This design comes from an exercise in tuning for small area on the open sky130 flow, not from production work. Function was checked by simulation only, so behaviour that the tests miss may differ from the original. No activity file was given, so power comes from the tool's default toggle rates.

== ember ==
// wblsm_core
module wblsm_core (
    input  wire        clk,
    input  wire        rst,
    input  wire [31:0] prog_len,
    output wire [31:0] prog_addr,
    input  wire [31:0] prog_data,
    output wire [1:0]  status,
    output wire [2:0]  cause,
    output wire [31:0] result,
    output wire [4:0]  depth
);
Size: roughly 140 I/O pins.
clock: 12.0 ns
lec_check: 0
cap_margin: 5
core_margin: 2
core_utilization: 65
cts_buf_list: sky130_fd_sc_hd__clkbuf_8
cts_cluster_diameter: 50
cts_cluster_size: 20
place_density: 0.75
slew_margin: 5
standard.sh (not shown) runs the stock make flow with config.mk's settings and CLKGATE_MAP_FILE= SYNTH_SCRIPT=/design/flow/synth_recipe.tcl, a recipe that flattens the netlist after the stock synthesis.
==> flow/flow/run.sh <==
#!/bin/bash
# The standard layout (the standard.sh, unchanged synthesis), with
# sky130_fd_sc_hd__buf_1 as the port buffers and no dummy clock loads.
set -euo pipefail
export BUFFER_PORTS_ARGS="-buffer_cell sky130_fd_sc_hd__buf_1"
export CTS_ARGS="-sink_clustering_enable -repair_clock_nets -sink_clustering_size 20 -sink_clustering_max_diameter 50 -buf_list sky130_fd_sc_hd__clkbuf_8 -dont_use_dummy_load"
bash standard.sh > standard.log 2>&1
ember finished end to end and its layout was clean on timing, DRC and antenna.
[inputs] harbor vs ember
- SLEW_MARGIN now 20, was 5
- CAP_MARGIN now 20, was 5
==> run notes <==
From harbor to ember, placed instance count did not move at all. From ember to harbor the numbers moved as follows: detailed-route wire length comparable, cell count after synthesis comparable.
--- input diff harbor..lagoon ---
==> flow/flow/run.sh <==
#!/bin/bash
# The standard layout (the standard.sh, unchanged synthesis), with
# sky130_fd_sc_hd__buf_1 as the cell that buffers the ports.
set -euo pipefail
export BUFFER_PORTS_ARGS="-buffer_cell sky130_fd_sc_hd__buf_1"
bash standard.sh > standard.log 2>&1
### Flow results
- lagoon reached the final stage; the timing, DRC and antenna checks on its layout passed.
- harbor closes out successfully: all stages finished, all timing, DRC and antenna checks passed.
- On worst hold slack, harbor loses to lagoon.
- Against harbor, lagoon comes in 0.28 mW higher on final total power.
- Compared with harbor, net switching power of the design in lagoon increased by a little under 10%.
- Compared with harbor, detailed-route wire length per cell in lagoon decreased slightly.
- harbor → lagoon: number of sequential cells did not really move; routed wire length went up.
> inputs changed (lagoon -> violet)
- CORE_UTILIZATION now 70, was 65
- PLACE_DENSITY now 0.8, was 0.75
==> flow/flow/run.sh <==
#!/bin/bash
# The standard layout (the standard.sh, unchanged synthesis), with
# sky130_fd_sc_hd__buf_1 as the port buffers and no dummy clock loads.
set -euo pipefail
export BUFFER_PORTS_ARGS="-buffer_cell sky130_fd_sc_hd__buf_1"
export CTS_ARGS="-sink_clustering_enable -repair_clock_nets -sink_clustering_size 20 -sink_clustering_max_diameter 50 -buf_list sky130_fd_sc_hd__clkbuf_8 -dont_use_dummy_load"
bash standard.sh > standard.log 2>&1
## What came out
- lagoon -> violet: final cell area excluding filler cells decreased slightly
- violet vs lagoon: number of tapcells down by a few percent
- Against lagoon as the reference, violet delivers a higher period utilization.
- On violet: final critical-path setup slack is 160 ps lower than what lagoon gave.
- violet: number of non-clock buffers in the layout 2 below lagoon
- Per the comparison of violet with lagoon, area taken by multi-input logic gates was more or less identical, clock-buffer cell count went down by 9.6%, first-pass GRT wire length went up by 1.5%, global routing met1 resource utilization went up by 2.3 points, static leakage went down by 0.25 nW.
- In violet the clock share of power turned out 3.2 points lower than in lagoon.

========
Another version of the RTL of wblsm_core (not shown whole).
For scale: roughly 140 I/O pins, roughly 34000 um^2 of cells after synthesis.
==> flow/config.mk <==
export PLATFORM = sky130hd
export DESIGN_NAME = wblsm_core
export DESIGN_NICKNAME = wblsm_core
export VERILOG_FILES = /design/flow/design.v
export SDC_FILE = /design/flow/constraint.sdc
export NUM_CORES = 8
export LEC_CHECK = 0
export CAP_MARGIN = 20
export CORE_MARGIN = 2
export CORE_UTILIZATION = 65
export CTS_BUF_LIST = sky130_fd_sc_hd__clkbuf_8
export CTS_CLUSTER_DIAMETER = 50
export CTS_CLUSTER_SIZE = 20
export PLACE_DENSITY = 0.75
export SLEW_MARGIN = 20
==> flow/constraint.sdc <==
create_clock -name core_clock -period 12.0 [get_ports {clk}]
set_input_delay 2.4000 -clock core_clock [delete_from_list [all_inputs] [get_ports {clk}]]
set_output_delay 2.4000 -clock core_clock [all_outputs]
set_load 0.01 [all_outputs]
==> flow/flow/run.sh <==
#!/bin/bash
# The standard layout (the standard.sh, unchanged synthesis), with
# sky130_fd_sc_hd__buf_1 as the port buffers and no dummy clock loads.
set -euo pipefail
export BUFFER_PORTS_ARGS="-buffer_cell sky130_fd_sc_hd__buf_1"
export CTS_ARGS="-sink_clustering_enable -repair_clock_nets -sink_clustering_size 32 -sink_clustering_max_diameter 50 -buf_list sky130_fd_sc_hd__clkbuf_16 -dont_use_dummy_load"
bash standard.sh > standard.log 2>&1
Change:
==> flow/flow/run.sh (replaced) <==
#!/bin/bash
# The standard layout (the standard.sh, unchanged synthesis), with
# sky130_fd_sc_hd__buf_1 as the port buffers and no dummy clock loads.
set -euo pipefail
export BUFFER_PORTS_ARGS="-buffer_cell sky130_fd_sc_hd__buf_1"
export CTS_ARGS="-sink_clustering_enable -repair_clock_nets -sink_clustering_size 20 -sink_clustering_max_diameter 50 -buf_list sky130_fd_sc_hd__clkbuf_8 -dont_use_dummy_load"
bash standard.sh > standard.log 2>&1
Result: The changed run passed the timing, DRC and antenna checks. Design area falls by 1.7%. Sequential power is about the same. Utilization drops by 1.2 points. Worst hold slack got worse by 16 ps. Cell count is higher by about 0.5%. Clock power came out lower by about 20%. Flip-flop and latch count stays the same.

==> what the ideal ports hide <==
No port has a modelled driver above. Below, the same layouts with a new extraction and two added sets of constraints. Step 1 sets driving cells, clkbuf_16 on the clock port and buf_2 on the other inputs (assumed; they add their load-dependent delay and slew). Step 2, shift: input delay + t, output delay - t, t = (earliest + latest rising clock arrival at the registers) / 2. This alone moves slack from input paths to output paths. a / b / c = ideal ports / drivers / drivers and shift; a / b = the first two.
run	shift t [ns]	setup slack, ns	hold slack, ns	worst setup path at the end	slew at the worst register clock pin (ns)
ember	0.726	0.548 / 0.548 / 0.548	0.279 / 0.279 / 0.279	register to register	0.11 / 0.11
harbor	0.726	0.548 / 0.548 / 0.548	0.279 / 0.279 / 0.279	register to register	0.11 / 0.11
lagoon	0.750	0.624 / 0.624 / 0.624	0.319 / 0.319 / 0.319	register to register	0.11 / 0.11
violet	0.742	0.463 / 0.463 / 0.463	0.285 / 0.285 / 0.285	register to register	0.12 / 0.12
the first run of note 2	0.644	0.612 / 0.612 / 0.612	0.271 / 0.271 / 0.271	register to register	0.11 / 0.11
the second run of note 2	0.704	0.597 / 0.597 / 0.597	0.254 / 0.254 / 0.254	register to register	0.11 / 0.11
After both steps every run listed still meets setup and hold.
